This is an optimization exercise on Yosys and OpenROAD, whose aim is small area, a short achievable clock period and few clock cycles per item, not a production implementation. Function was checked by simulation only, so behaviour that the tests miss may differ from the original. Power is estimated from default activity; no workload was simulated.

==> ember: inputs <==
// paula_interp
module paula_interp (
    input  wire        clk,
    input  wire        rst,
    input  wire        start,
    output wire        ready,
    output reg         done,
    input  wire [1:0]  mode,
    input  wire [31:0] cur,
    input  wire [31:0] last0,
    input  wire [27:0] vol,
    input  wire [63:0] per,
    input  wire [63:0] evt,
    input  wire [27:0] sevt,
    input  wire [7:0]  adk,
    output reg  [15:0] left,
    output reg  [15:0] right
);
Settings: LEC_CHECK=0, CAP_MARGIN=20, CORE_MARGIN=2, CORE_UTILIZATION=40, SLEW_MARGIN=20; clock period 22.0 ns.
run.sh (not shown) runs the stock make flow with config.mk's settings and CLKGATE_MAP_FILE= SYNTH_SCRIPT=/design/flow/synth_recipe.tcl, a recipe that flattens the netlist after the stock synthesis.
==> onyx (differences from ember) <==
--- a/flow/design.v
+++ b/flow/design.v
@@ -80,61 +80,81 @@
             c_adk  <= adk;
         end
     end
     wire eng_free  = (phase == P_IDLE) || (phase == P_TAIL);
     wire eng_free1 = (phase == P_IDLE) || (cnt <= 5'd2);
     wire load      = cv && eng_free;
     reg [2:0]  phase;
     reg [4:0]  cnt;         
-    reg [3:0]  mc;          
+    reg [2:0]  mc;          
     reg [3:0]  rc;          
     reg [1:0]  w_mode;
     reg        mlast;       
-    wire [3:0] mcm1 = mc - 4'd1;
+    wire [2:0] mcm1 = mc - 3'd1;
     reg        done1;
     wire [29:0] s3 = {2'b00, c_sevt} + {1'b0, c_sevt, 1'b0};
     wire        s_big = |c_sevt[27:16];      
     reg  zero_in;           
     wire [3:0] div_c, ldiv_c, lt1_c, lt2_c, e16_c, e12_c;
     wire [15:0] v_c [0:3];
     wire [3:0]  f_c;        
-    wire [3:0]  n_c;        
     wire any_div = |div_c;
     wire need24  = |(ldiv_c & ~lt2_c);
     wire need16  = |(ldiv_c & ~lt1_c);
     wire big16   = |(div_c & e16_c);
     wire big12   = |(div_c & e12_c);
     wire [3:0] lin_rc = need24 ? 4'd12 : need16 ? 4'd8 : 4'd4;
     wire [3:0] mul_m  = big16 ? 4'd8 : big12 ? 4'd6 : 4'd4;
     reg  [4:0] n_occ;
     always @(*) begin
         if (c_mode == M_LINEAR)
             n_occ = (|ldiv_c) ? {1'b0, lin_rc} + 5'd1 : 5'd1;
         else if (!any_div || c_mode == M_NEAREST)
             n_occ = 5'd1;
         else case (c_mode)
             M_LINEAR: n_occ = {1'b0, lin_rc} + 5'd1;
             M_CRUX:   n_occ = 5'd7;
-            default:  n_occ = {1'b0, mul_m} + 5'd9;
+            default:  n_occ = {1'b0, mul_m} + 5'd8;
         endcase
     end
     genvar c;
     generate
         for (c = 0; c < 4; c = c + 1) begin : ch
             wire signed [7:0] s  = c_cur[8*c +: 8];
             wire signed [7:0] p  = c_last[8*c +: 8];
             wire        [6:0] vl = c_vol[7*c +: 7];
             wire       [15:0] pr = c_per[16*c +: 16];
             wire       [15:0] ev = c_evt[16*c +: 16];
             wire            mute = c_adk[c] | c_adk[c + 4];
             wire signed [14:0] pv_n = p * $signed({1'b0, vl});
             wire signed [8:0]  sp   = s - p;
-            wire               dn_n = sp[8];           
-            wire signed [14:0] sv_n = s * $signed({1'b0, vl});
+            wire signed [8:0]  ps   = p - s;
+            wire               dn_n = sp[8];
+            wire        [7:0]  asp  = dn_n ? ps[7:0] : sp[7:0];
+            wire [13:0] pp0 = vl[0] ? {6'd0, asp}        : 14'd0;
+            wire [13:0] pp1 = vl[1] ? {5'd0, asp, 1'd0}  : 14'd0;
+            wire [13:0] pp2 = vl[2] ? {4'd0, asp, 2'd0}  : 14'd0;
+            wire [13:0] pp3 = vl[3] ? {3'd0, asp, 3'd0}  : 14'd0;
+            wire [13:0] pp4 = vl[4] ? {2'd0, asp, 4'd0}  : 14'd0;
+            wire [13:0] pp5 = vl[5] ? {1'd0, asp, 5'd0}  : 14'd0;
+            wire [13:0] pp6 = vl[6] ? {asp, 6'd0}        : 14'd0;
+            wire [13:0] wsA = pp0 ^ pp1 ^ pp2;
+            wire [13:0] wcA = {(pp0[12:0] & pp1[12:0]) | (pp0[12:0] & pp2[12:0]) | (pp1[12:0] & pp2[12:0]), 1'b0};
+            wire [13:0] wsB = pp3 ^ pp4 ^ pp5;
+            wire [13:0] wcB = {(pp3[12:0] & pp4[12:0]) | (pp3[12:0] & pp5[12:0]) | (pp4[12:0] & pp5[12:0]), 1'b0};
+            wire [13:0] wsC = wsA ^ wcA ^ wsB;
+            wire [13:0] wcC = {(wsA[12:0] & wcA[12:0]) | (wsA[12:0] & wsB[12:0]) | (wcA[12:0] & wsB[12:0]), 1'b0};
+            wire [13:0] wsD = wcB ^ pp6 ^ wsC;
+            wire [13:0] wcD = {(wcB[12:0] & pp6[12:0]) | (wcB[12:0] & wsC[12:0]) | (pp6[12:0] & wsC[12:0]), 1'b0};
+            wire [13:0] wsE = wsD ^ wcD ^ wcC;
+            wire [13:0] wcE = {(wsD[12:0] & wcD[12:0]) | (wsD[12:0] & wcC[12:0]) | (wcD[12:0] & wcC[12:0]), 1'b0};
+            wire [13:0] md_n;
+            wire        md_co;
+            pi_ksadd #(14, 4) u_md (.a(wsE), .b(wcE), .ci(1'b0), .s(md_n), .co(md_co));
             wire               zmd  = (vl == 7'd0) || (s == p);
             wire [16:0] e;
             wire        e_co;
             pi_ksadd #(17, 5) u_e (.a({1'b0, pr}), .b({1'b1, ~ev}), .ci(1'b1), .s(e), .co(e_co));
             wire lt1 = !e[16] && (e[15:0] != 16'd0);           
             wire e_le0 = !lt1;
             wire [18:0] a1 = {3'b000, pr};
             wire [18:0] b1 = {3'b111, ~ev};
@@ -191,135 +211,118 @@
                                (c_mode == M_CRUX)   ? s3[28:0] : {1'b0, c_sevt};
             reg signed [14:0] pv;
             reg        [13:0] md;
             reg        [28:0] dv;
             reg        [44:0] P;
             reg        [29:0] acc;
             reg        [1:0]  chk;      
             reg               t_lin, t_crux, t_anti, t_sv, t_zero, t_neg;
-            reg signed [14:0] sv;
-            reg               dneg;
             wire [29:0] t = {P[43:16], P[15:14] & {2{~zero_in}}};
             wire [29:0] t1s, t2s, t3s;
             wire        g1, g2;
             pi_ksadd #(30, 5) u_s1 (.a(t), .b(~{1'b0, dv}),        .ci(1'b1), .s(t1s), .co(g1));
             pi_ksadd #(30, 5) u_s2 (.a(t), .b(~{dv[28:0], 1'b0}),  .ci(1'b1), .s(t2s), .co(g2));
             wire [29:0] m1 = ~{1'b0, dv};
             wire [29:0] m2 = ~{dv[28:0], 1'b0};
             wire [29:0] k3 = t ^ m1 ^ m2;
             wire [29:0] j3 = {(t[28:0] & m1[28:0]) | (t[28:0] & m2[28:0]) | (m1[28:0] & m2[28:0]), 1'b1};
             wire        h3;
             pi_ksadd #(30, 5) u_s3 (.a(k3), .b(j3), .ci(1'b1), .s(t3s), .co(h3));
             wire        g3 = h3 & ((t[29] & m1[29]) | (t[29] & m2[29]) | (m1[29] & m2[29]));
             wire [1:0]  qrow = g3 ? 2'd3 : g2 ? 2'd2 : g1 ? 2'd1 : 2'd0;
             wire [28:0] rn   = g3 ? t3s[28:0] : g2 ? t2s[28:0] : g1 ? t1s[28:0] : t[28:0];
             wire [44:0] prow = {rn, P[13:0], qrow};
-            wire [14:0] mdiff = dneg ? (pv - sv) : (sv - pv);
-            always @(posedge clk)
-                md <= mdiff[13:0];
             wire [29:0] o0  = {acc[27:0], 2'b00};
             wire [29:0] o1  = chk[1] ? {15'd0, md, 1'b0} : 30'd0;
             wire [29:0] o2  = chk[0] ? {16'd0, md} : 30'd0;
             wire [29:0] sx  = o0 ^ o1 ^ o2;
             wire [29:0] cy  = {(o0[28:0] & o1[28:0]) | (o0[28:0] & o2[28:0]) | (o1[28:0] & o2[28:0]), 1'b0};
             wire [29:0] acc_n;
             wire        acc_co;
             pi_ksadd #(30, 5) u_acc (.a(sx), .b(cy), .ci(1'b0), .s(acc_n), .co(acc_co));
             always @(posedge clk) begin
                 if (load) begin
                     pv    <= pv_n;
-                    sv    <= sv_n;
-                    dneg  <= dn_n;
+                    md    <= md_n;
                     dv    <= dv_n;
                     P     <= p_n;
                     acc   <= 30'd0;
-                    chk   <= 2'b00;    
+                    chk   <= (c_mode != M_ANTI) ? 2'b00 :
+                             big16 ? e[15:14] : big12 ? e[11:10] : e[7:6];
                     t_lin  <= (vs_n == V_DIV) && (c_mode == M_LINEAR);
                     t_crux <= (vs_n == V_DIV) && (c_mode == M_CRUX);
                     t_anti <= (vs_n == V_DIV) && (c_mode == M_ANTI);
                     t_sv   <= (vs_n == V_SV);
                     t_zero <= (vs_n == V_ZERO);
-                    t_neg  <= dn_n && (vs_n == V_DIV);
+                    t_neg  <= dn_n && vs_n[1];
                 end else begin
                     acc   <= acc_n;
                     if (phase == P_MUL)
-                        chk <= P[2*mcm1[2:0] +: 2];
+                        chk <= P[2*mcm1 +: 2];
                     else if (phase == P_ROWS && zero_in)
                         chk <= qrow;
                     else
                         chk <= 2'b00;
                     if (mlast)
                         P <= {13'd0, acc_n, 2'b00};
                     else if (phase == P_ROWS)
                         P <= prow;
                 end
             end
             wire        nz = |P[44:16];
             reg  [27:0] ta0, ta1, ta2;
             always @(*) begin
                 ta0 = 28'd0;
                 ta1 = 28'd0;
                 ta2 = 28'd0;
-                ta0 = ({28{t_lin}}  & {acc[21:0], 6'd0})
+                ta0 = ({28{t_sv}}   & {md, 12'd0})
+                    | ({28{t_lin}}  & {acc[21:0], 6'd0})
                     | ({28{t_crux}} & {acc[25:0], 2'd0})
-                    | ({28{t_anti}} & {2'd0, P[13:0], 12'd0});
+                    | ({28{t_anti}} & {2'd0, P[13:0], 11'd0, nz});
                 ta1 = ({28{t_lin  & chk[1]}} & {9'd0, md, 5'd0})
                     | ({28{t_crux & chk[1]}} & {13'd0, md, 1'b0});
                 ta2 = ({28{t_lin  & chk[0]}} & {10'd0, md, 4'd0})
                     | ({28{t_crux & chk[0]}} & {14'd0, md});
             end
             wire        neg = t_neg;
             wire [27:0] mk  = {28{neg}};
-            wire [14:0] base = t_sv ? sv : pv;
-            wire [27:0] u0  = {base[14], base, 12'd0};
+            wire [27:0] u0  = {{(28-27){pv[14]}}, pv, 12'd0};
             wire [27:0] u1  = ta0 ^ mk;
             wire [27:0] u2  = ta1 ^ mk;
             wire [27:0] u3  = ta2 ^ mk;
             wire [27:0] ts1  = u0 ^ u1 ^ u2;
             wire [27:0] tc1  = {(u0[26:0] & u1[26:0]) | (u0[26:0] & u2[26:0]) | (u1[26:0] & u2[26:0]), neg};
             wire [27:0] ts2  = ts1 ^ tc1 ^ u3;
             wire [27:0] tc2  = {(ts1[26:0] & tc1[26:0]) | (ts1[26:0] & u3[26:0]) | (tc1[26:0] & u3[26:0]), neg};
             wire [27:0] U;
             wire        uco;
             pi_ksadd #(28, 5) u_u (.a(ts2), .b(tc2), .ci(neg), .s(U), .co(uco));
             reg  [15:0] vr;
-            reg         fr, fn;
+            reg         fr;
             always @(posedge clk) begin
                 vr <= t_zero ? 16'd0 : U[27:12];
-                fr <= t_anti && nz;
-                fn <= t_neg;
+                fr <= t_anti && nz && U[27];
             end
             assign v_c[c] = vr;
             assign f_c[c] = fr;
-            assign n_c[c] = fn;
         end
     endgenerate
     always @(posedge clk) begin
         if (load) begin
             mlast   <= 1'b0;
             zero_in <= (c_mode == M_CRUX) || (lin_rc == 4'd4);
         end else begin
-            mlast   <= (phase == P_MUL) && (mc == 4'd1);
+            mlast   <= (phase == P_MUL) && (mc == 3'd1);
             zero_in <= (w_mode == M_CRUX) ||
                        ((w_mode == M_LINEAR) && (phase == P_ROWS) && (rc <= 4'd5));
         end
     end
-    wire [15:0] k_c [0:3];
-    genvar k;
-    generate
-        for (k = 0; k < 4; k = k + 1) begin : corr
-            wire pos = !v_c[k][15] && (v_c[k] != 16'd0);
-            assign k_c[k] = !f_c[k] ? 16'd0 :
-                            n_c[k] ? (pos ? 16'hFFFF : 16'd0) :
-                                     (v_c[k][15] ? 16'd1 : 16'd0);
-        end
-    endgenerate
-    wire [15:0] l_n = v_c[0] + v_c[3] + k_c[0] + k_c[3];
-    wire [15:0] r_n = v_c[1] + v_c[2] + k_c[1] + k_c[2];
+    wire [15:0] l_n = v_c[0] + v_c[3] + {15'd0, f_c[0]} + {15'd0, f_c[3]};
+    wire [15:0] r_n = v_c[1] + v_c[2] + {15'd0, f_c[1]} + {15'd0, f_c[2]};
     always @(posedge clk) begin
         left  <= l_n;
         right <= r_n;
         if (rst) begin
             cv      <= 1'b0;
             ready_r <= 1'b1;
             done1   <= 1'b0;
             done    <= 1'b0;
@@ -335,29 +338,29 @@
                 ready_r <= eng_free1;
             else
                 ready_r <= !(start && ready_r) || eng_free1;
             if (cnt != 5'd0)
                 cnt <= cnt - 5'd1;
             if (load) begin
                 w_mode <= c_mode;
                 cnt    <= n_occ;
-                mc     <= big16 ? 4'd8 : big12 ? 4'd6 : 4'd4;
+                mc     <= big16 ? 3'd7 : big12 ? 3'd5 : 3'd3;
                 rc     <= (c_mode == M_CRUX) ? 4'd6 : lin_rc;
                 if (!any_div || c_mode == M_NEAREST)
                     phase <= P_TAIL;
                 else if (c_mode == M_ANTI)
                     phase <= P_MUL;
                 else
                     phase <= P_ROWS;
             end else begin
                 case (phase)
                     P_MUL: begin
-                        mc <= mcm1;
-                        if (mc == 4'd0) begin
+                        mc <= mc - 3'd1;
+                        if (mc == 3'd0) begin
                             phase <= P_ROWS;
                             rc    <= 4'd7;
                         end
                     end
                     P_ROWS: begin
                         rc <= rc - 4'd1;
                         if (rc == 4'd1)
                             phase <= P_TAIL;
==> flow/config.mk (replaced) <==
export PLATFORM = sky130hd
export DESIGN_NAME = paula_interp
export DESIGN_NICKNAME = paula_interp
export VERILOG_FILES = /design/flow/design.v
export SDC_FILE = /design/flow/constraint.sdc
export NUM_CORES = 4
export LEC_CHECK = 0
export ABC_AREA = 1
export CAP_MARGIN = 20
export CORE_MARGIN = 2
export CORE_UTILIZATION = 40
export SLEW_MARGIN = 20
==> cedar (differences from ember) <==
--- a/flow/design.v
+++ b/flow/design.v
@@ -80,61 +80,81 @@
             c_adk  <= adk;
         end
     end
     wire eng_free  = (phase == P_IDLE) || (phase == P_TAIL);
     wire eng_free1 = (phase == P_IDLE) || (cnt <= 5'd2);
     wire load      = cv && eng_free;
     reg [2:0]  phase;
     reg [4:0]  cnt;         
-    reg [3:0]  mc;          
+    reg [2:0]  mc;          
     reg [3:0]  rc;          
     reg [1:0]  w_mode;
     reg        mlast;       
-    wire [3:0] mcm1 = mc - 4'd1;
+    wire [2:0] mcm1 = mc - 3'd1;
     reg        done1;
     wire [29:0] s3 = {2'b00, c_sevt} + {1'b0, c_sevt, 1'b0};
     wire        s_big = |c_sevt[27:16];      
     reg  zero_in;           
     wire [3:0] div_c, ldiv_c, lt1_c, lt2_c, e16_c, e12_c;
     wire [15:0] v_c [0:3];
     wire [3:0]  f_c;        
-    wire [3:0]  n_c;        
     wire any_div = |div_c;
     wire need24  = |(ldiv_c & ~lt2_c);
     wire need16  = |(ldiv_c & ~lt1_c);
     wire big16   = |(div_c & e16_c);
     wire big12   = |(div_c & e12_c);
     wire [3:0] lin_rc = need24 ? 4'd12 : need16 ? 4'd8 : 4'd4;
     wire [3:0] mul_m  = big16 ? 4'd8 : big12 ? 4'd6 : 4'd4;
     reg  [4:0] n_occ;
     always @(*) begin
         if (c_mode == M_LINEAR)
             n_occ = (|ldiv_c) ? {1'b0, lin_rc} + 5'd1 : 5'd1;
         else if (!any_div || c_mode == M_NEAREST)
             n_occ = 5'd1;
         else case (c_mode)
             M_LINEAR: n_occ = {1'b0, lin_rc} + 5'd1;
             M_CRUX:   n_occ = 5'd7;
-            default:  n_occ = {1'b0, mul_m} + 5'd9;
+            default:  n_occ = {1'b0, mul_m} + 5'd8;
         endcase
     end
     genvar c;
     generate
         for (c = 0; c < 4; c = c + 1) begin : ch
             wire signed [7:0] s  = c_cur[8*c +: 8];
             wire signed [7:0] p  = c_last[8*c +: 8];
             wire        [6:0] vl = c_vol[7*c +: 7];
             wire       [15:0] pr = c_per[16*c +: 16];
             wire       [15:0] ev = c_evt[16*c +: 16];
             wire            mute = c_adk[c] | c_adk[c + 4];
             wire signed [14:0] pv_n = p * $signed({1'b0, vl});
             wire signed [8:0]  sp   = s - p;
-            wire               dn_n = sp[8];           
-            wire signed [14:0] sv_n = s * $signed({1'b0, vl});
+            wire signed [8:0]  ps   = p - s;
+            wire               dn_n = sp[8];
+            wire        [7:0]  asp  = dn_n ? ps[7:0] : sp[7:0];
+            wire [13:0] pp0 = vl[0] ? {6'd0, asp}        : 14'd0;
+            wire [13:0] pp1 = vl[1] ? {5'd0, asp, 1'd0}  : 14'd0;
+            wire [13:0] pp2 = vl[2] ? {4'd0, asp, 2'd0}  : 14'd0;
+            wire [13:0] pp3 = vl[3] ? {3'd0, asp, 3'd0}  : 14'd0;
+            wire [13:0] pp4 = vl[4] ? {2'd0, asp, 4'd0}  : 14'd0;
+            wire [13:0] pp5 = vl[5] ? {1'd0, asp, 5'd0}  : 14'd0;
+            wire [13:0] pp6 = vl[6] ? {asp, 6'd0}        : 14'd0;
+            wire [13:0] wsA = pp0 ^ pp1 ^ pp2;
+            wire [13:0] wcA = {(pp0[12:0] & pp1[12:0]) | (pp0[12:0] & pp2[12:0]) | (pp1[12:0] & pp2[12:0]), 1'b0};
+            wire [13:0] wsB = pp3 ^ pp4 ^ pp5;
+            wire [13:0] wcB = {(pp3[12:0] & pp4[12:0]) | (pp3[12:0] & pp5[12:0]) | (pp4[12:0] & pp5[12:0]), 1'b0};
+            wire [13:0] wsC = wsA ^ wcA ^ wsB;
+            wire [13:0] wcC = {(wsA[12:0] & wcA[12:0]) | (wsA[12:0] & wsB[12:0]) | (wcA[12:0] & wsB[12:0]), 1'b0};
+            wire [13:0] wsD = wcB ^ pp6 ^ wsC;
+            wire [13:0] wcD = {(wcB[12:0] & pp6[12:0]) | (wcB[12:0] & wsC[12:0]) | (pp6[12:0] & wsC[12:0]), 1'b0};
+            wire [13:0] wsE = wsD ^ wcD ^ wcC;
+            wire [13:0] wcE = {(wsD[12:0] & wcD[12:0]) | (wsD[12:0] & wcC[12:0]) | (wcD[12:0] & wcC[12:0]), 1'b0};
+            wire [13:0] md_n;
+            wire        md_co;
+            pi_ksadd #(14, 4) u_md (.a(wsE), .b(wcE), .ci(1'b0), .s(md_n), .co(md_co));
             wire               zmd  = (vl == 7'd0) || (s == p);
             wire [16:0] e;
             wire        e_co;
             pi_ksadd #(17, 5) u_e (.a({1'b0, pr}), .b({1'b1, ~ev}), .ci(1'b1), .s(e), .co(e_co));
             wire lt1 = !e[16] && (e[15:0] != 16'd0);           
             wire e_le0 = !lt1;
             wire [18:0] a1 = {3'b000, pr};
             wire [18:0] b1 = {3'b111, ~ev};
@@ -191,135 +211,118 @@
                                (c_mode == M_CRUX)   ? s3[28:0] : {1'b0, c_sevt};
             reg signed [14:0] pv;
             reg        [13:0] md;
             reg        [28:0] dv;
             reg        [44:0] P;
             reg        [29:0] acc;
             reg        [1:0]  chk;      
             reg               t_lin, t_crux, t_anti, t_sv, t_zero, t_neg;
-            reg signed [14:0] sv;
-            reg               dneg;
             wire [29:0] t = {P[43:16], P[15:14] & {2{~zero_in}}};
             wire [29:0] t1s, t2s, t3s;
             wire        g1, g2;
             pi_ksadd #(30, 5) u_s1 (.a(t), .b(~{1'b0, dv}),        .ci(1'b1), .s(t1s), .co(g1));
             pi_ksadd #(30, 5) u_s2 (.a(t), .b(~{dv[28:0], 1'b0}),  .ci(1'b1), .s(t2s), .co(g2));
             wire [29:0] m1 = ~{1'b0, dv};
             wire [29:0] m2 = ~{dv[28:0], 1'b0};
             wire [29:0] k3 = t ^ m1 ^ m2;
             wire [29:0] j3 = {(t[28:0] & m1[28:0]) | (t[28:0] & m2[28:0]) | (m1[28:0] & m2[28:0]), 1'b1};
             wire        h3;
             pi_ksadd #(30, 5) u_s3 (.a(k3), .b(j3), .ci(1'b1), .s(t3s), .co(h3));
             wire        g3 = h3 & ((t[29] & m1[29]) | (t[29] & m2[29]) | (m1[29] & m2[29]));
             wire [1:0]  qrow = g3 ? 2'd3 : g2 ? 2'd2 : g1 ? 2'd1 : 2'd0;
             wire [28:0] rn   = g3 ? t3s[28:0] : g2 ? t2s[28:0] : g1 ? t1s[28:0] : t[28:0];
             wire [44:0] prow = {rn, P[13:0], qrow};
-            wire [14:0] mdiff = dneg ? (pv - sv) : (sv - pv);
-            always @(posedge clk)
-                md <= mdiff[13:0];
             wire [29:0] o0  = {acc[27:0], 2'b00};
             wire [29:0] o1  = chk[1] ? {15'd0, md, 1'b0} : 30'd0;
             wire [29:0] o2  = chk[0] ? {16'd0, md} : 30'd0;
             wire [29:0] sx  = o0 ^ o1 ^ o2;
             wire [29:0] cy  = {(o0[28:0] & o1[28:0]) | (o0[28:0] & o2[28:0]) | (o1[28:0] & o2[28:0]), 1'b0};
             wire [29:0] acc_n;
             wire        acc_co;
             pi_ksadd #(30, 5) u_acc (.a(sx), .b(cy), .ci(1'b0), .s(acc_n), .co(acc_co));
             always @(posedge clk) begin
                 if (load) begin
                     pv    <= pv_n;
-                    sv    <= sv_n;
-                    dneg  <= dn_n;
+                    md    <= md_n;
                     dv    <= dv_n;
                     P     <= p_n;
                     acc   <= 30'd0;
-                    chk   <= 2'b00;    
+                    chk   <= (c_mode != M_ANTI) ? 2'b00 :
+                             big16 ? e[15:14] : big12 ? e[11:10] : e[7:6];
                     t_lin  <= (vs_n == V_DIV) && (c_mode == M_LINEAR);
                     t_crux <= (vs_n == V_DIV) && (c_mode == M_CRUX);
                     t_anti <= (vs_n == V_DIV) && (c_mode == M_ANTI);
                     t_sv   <= (vs_n == V_SV);
                     t_zero <= (vs_n == V_ZERO);
-                    t_neg  <= dn_n && (vs_n == V_DIV);
+                    t_neg  <= dn_n && vs_n[1];
                 end else begin
                     acc   <= acc_n;
                     if (phase == P_MUL)
-                        chk <= P[2*mcm1[2:0] +: 2];
+                        chk <= P[2*mcm1 +: 2];
                     else if (phase == P_ROWS && zero_in)
                         chk <= qrow;
                     else
                         chk <= 2'b00;
                     if (mlast)
                         P <= {13'd0, acc_n, 2'b00};
                     else if (phase == P_ROWS)
                         P <= prow;
                 end
             end
             wire        nz = |P[44:16];
             reg  [27:0] ta0, ta1, ta2;
             always @(*) begin
                 ta0 = 28'd0;
                 ta1 = 28'd0;
                 ta2 = 28'd0;
-                ta0 = ({28{t_lin}}  & {acc[21:0], 6'd0})
+                ta0 = ({28{t_sv}}   & {md, 12'd0})
+                    | ({28{t_lin}}  & {acc[21:0], 6'd0})
                     | ({28{t_crux}} & {acc[25:0], 2'd0})
-                    | ({28{t_anti}} & {2'd0, P[13:0], 12'd0});
+                    | ({28{t_anti}} & {2'd0, P[13:0], 11'd0, nz});
                 ta1 = ({28{t_lin  & chk[1]}} & {9'd0, md, 5'd0})
                     | ({28{t_crux & chk[1]}} & {13'd0, md, 1'b0});
                 ta2 = ({28{t_lin  & chk[0]}} & {10'd0, md, 4'd0})
                     | ({28{t_crux & chk[0]}} & {14'd0, md});
             end
             wire        neg = t_neg;
             wire [27:0] mk  = {28{neg}};
-            wire [14:0] base = t_sv ? sv : pv;
-            wire [27:0] u0  = {base[14], base, 12'd0};
+            wire [27:0] u0  = {{(28-27){pv[14]}}, pv, 12'd0};
             wire [27:0] u1  = ta0 ^ mk;
             wire [27:0] u2  = ta1 ^ mk;
             wire [27:0] u3  = ta2 ^ mk;
             wire [27:0] ts1  = u0 ^ u1 ^ u2;
             wire [27:0] tc1  = {(u0[26:0] & u1[26:0]) | (u0[26:0] & u2[26:0]) | (u1[26:0] & u2[26:0]), neg};
             wire [27:0] ts2  = ts1 ^ tc1 ^ u3;
             wire [27:0] tc2  = {(ts1[26:0] & tc1[26:0]) | (ts1[26:0] & u3[26:0]) | (tc1[26:0] & u3[26:0]), neg};
             wire [27:0] U;
             wire        uco;
             pi_ksadd #(28, 5) u_u (.a(ts2), .b(tc2), .ci(neg), .s(U), .co(uco));
             reg  [15:0] vr;
-            reg         fr, fn;
+            reg         fr;
             always @(posedge clk) begin
                 vr <= t_zero ? 16'd0 : U[27:12];
-                fr <= t_anti && nz;
-                fn <= t_neg;
+                fr <= t_anti && nz && U[27];
             end
             assign v_c[c] = vr;
             assign f_c[c] = fr;
-            assign n_c[c] = fn;
         end
     endgenerate
     always @(posedge clk) begin
         if (load) begin
             mlast   <= 1'b0;
             zero_in <= (c_mode == M_CRUX) || (lin_rc == 4'd4);
         end else begin
-            mlast   <= (phase == P_MUL) && (mc == 4'd1);
+            mlast   <= (phase == P_MUL) && (mc == 3'd1);
             zero_in <= (w_mode == M_CRUX) ||
                        ((w_mode == M_LINEAR) && (phase == P_ROWS) && (rc <= 4'd5));
         end
     end
-    wire [15:0] k_c [0:3];
-    genvar k;
-    generate
-        for (k = 0; k < 4; k = k + 1) begin : corr
-            wire pos = !v_c[k][15] && (v_c[k] != 16'd0);
-            assign k_c[k] = !f_c[k] ? 16'd0 :
-                            n_c[k] ? (pos ? 16'hFFFF : 16'd0) :
-                                     (v_c[k][15] ? 16'd1 : 16'd0);
-        end
-    endgenerate
-    wire [15:0] l_n = v_c[0] + v_c[3] + k_c[0] + k_c[3];
-    wire [15:0] r_n = v_c[1] + v_c[2] + k_c[1] + k_c[2];
+    wire [15:0] l_n = v_c[0] + v_c[3] + {15'd0, f_c[0]} + {15'd0, f_c[3]};
+    wire [15:0] r_n = v_c[1] + v_c[2] + {15'd0, f_c[1]} + {15'd0, f_c[2]};
     always @(posedge clk) begin
         left  <= l_n;
         right <= r_n;
         if (rst) begin
             cv      <= 1'b0;
             ready_r <= 1'b1;
             done1   <= 1'b0;
             done    <= 1'b0;
@@ -335,29 +338,29 @@
                 ready_r <= eng_free1;
             else
                 ready_r <= !(start && ready_r) || eng_free1;
             if (cnt != 5'd0)
                 cnt <= cnt - 5'd1;
             if (load) begin
                 w_mode <= c_mode;
                 cnt    <= n_occ;
-                mc     <= big16 ? 4'd8 : big12 ? 4'd6 : 4'd4;
+                mc     <= big16 ? 3'd7 : big12 ? 3'd5 : 3'd3;
                 rc     <= (c_mode == M_CRUX) ? 4'd6 : lin_rc;
                 if (!any_div || c_mode == M_NEAREST)
                     phase <= P_TAIL;
                 else if (c_mode == M_ANTI)
                     phase <= P_MUL;
                 else
                     phase <= P_ROWS;
             end else begin
                 case (phase)
                     P_MUL: begin
-                        mc <= mcm1;
-                        if (mc == 4'd0) begin
+                        mc <= mc - 3'd1;
+                        if (mc == 3'd0) begin
                             phase <= P_ROWS;
                             rc    <= 4'd7;
                         end
                     end
                     P_ROWS: begin
                         rc <= rc - 4'd1;
                         if (rc == 4'd1)
                             phase <= P_TAIL;
==> notes <==
In onyx the global-route usage is higher than in cedar, by 0.27 points. Clock-buffer cell count: ember < onyx < cedar. Power: onyx is lower than ember (44%). The lowest hold slack belongs to cedar, the highest to ember. The highest synthesized cell count belongs to onyx, the lowest to cedar. Between onyx and ember, the lower combinational power is in onyx (gap 54%, measured against ember). The highest routed wire length belongs to onyx, the lowest to ember. Against onyx, the final area of cedar is smaller by about 1.1%.
==> figures <==
| item | ember | cedar | onyx |
|---|---|---|---|
| Outcome | finished clean | finished clean | finished clean |
| Clk pwr share | 10.8% | 12.1% | 17.6% |
| Proportion of synthesized area in mux cells | 1.945% | 1.931% | 0.2731% |
| Number of global-route vias before repair | 89500 | 87050 | 91510 |
| Xor-xnor portion of the synthesized cell area | 8.010% | 7.786% | 6.662% |
| Number of cells on the worst hold path | 1 | 1 | 2 |
| Syn-to-layout area delta | 10.71% | 11.14% | 10.17% |
| Final weighted congestion in routability-driven placement | 1.029 | 1.020 | 1.024 |
| Count of clock buffers in the final design | 139 | 159 | 142 |
| Clock tree skew after final layout | 0.05527 ns | 0.06879 ns | 0.06277 ns |
| Achievable frequency | 147.5 MHz | 125.7 MHz | 138.2 MHz |
| Seq Cell Count | 967 | 898 | 898 |
| Capturing point of the worst reg2reg path | ch[3].P[21]$_DFFE_PP_ | ch[1].md[13]$_DFFE_PP_ | ch[2].md[13]$_DFFE_PP_ |
| Data buffer area share | 3.277% | 3.702% | 3.255% |
| Critical path capture point | ready | ch[1].md[13]$_DFFE_PP_ | ch[2].md[13]$_DFFE_PP_ |
| Cell Pwr Density | 165.7 nW/µm² | 146.7 nW/µm² | 95.49 nW/µm² |
| Relative contribution of combinational cells to total power | 70.8% | 68.7% | 58.6% |
| Final period utilization | 30.81% | 36.17% | 32.89% |
Testbench counts of ember, summed over its fixed seeds: cycles 10,674, items 2,400.
Testbench counts of onyx, summed over its fixed seeds: cycles 10,425, items 2,400.
Testbench counts of cedar, summed over its fixed seeds: cycles 10,425, items 2,400.

-- port drivers added, routing unchanged --
In the flow no input, the clock included, has a driving cell. The finished layouts below were timed again as built, in two steps.
Step 1 sets driving cells, clkbuf_16 on the clock port and buf_2 on the other inputs (assumed; they add their load-dependent delay and slew).
Step 2 adds t to the input delays and takes it off the output delays; t is the mean of the earliest and latest rising clock arrival at the registers after step 1. Input paths then give back, and output paths get back, about the clock's delay inside the block.
Three values: ideal ports, drivers, drivers and shift; two values: the first two.
run	t, ns	setup WS [ns]	worst hold slack (ns)	latest minus earliest clock arrival (ns)
ember	0.889	15.222 / 15.126 / 15.463	0.544 / 0.544 / 0.544	0.057 / 0.057
onyx	0.906	14.764 / 14.764 / 14.764	0.478 / 0.478 / 0.478	0.067 / 0.067
cedar	0.907	14.043 / 14.043 / 14.043	0.461 / 0.461 / 0.461	0.071 / 0.071
After both steps setup and hold are still met in every run listed.
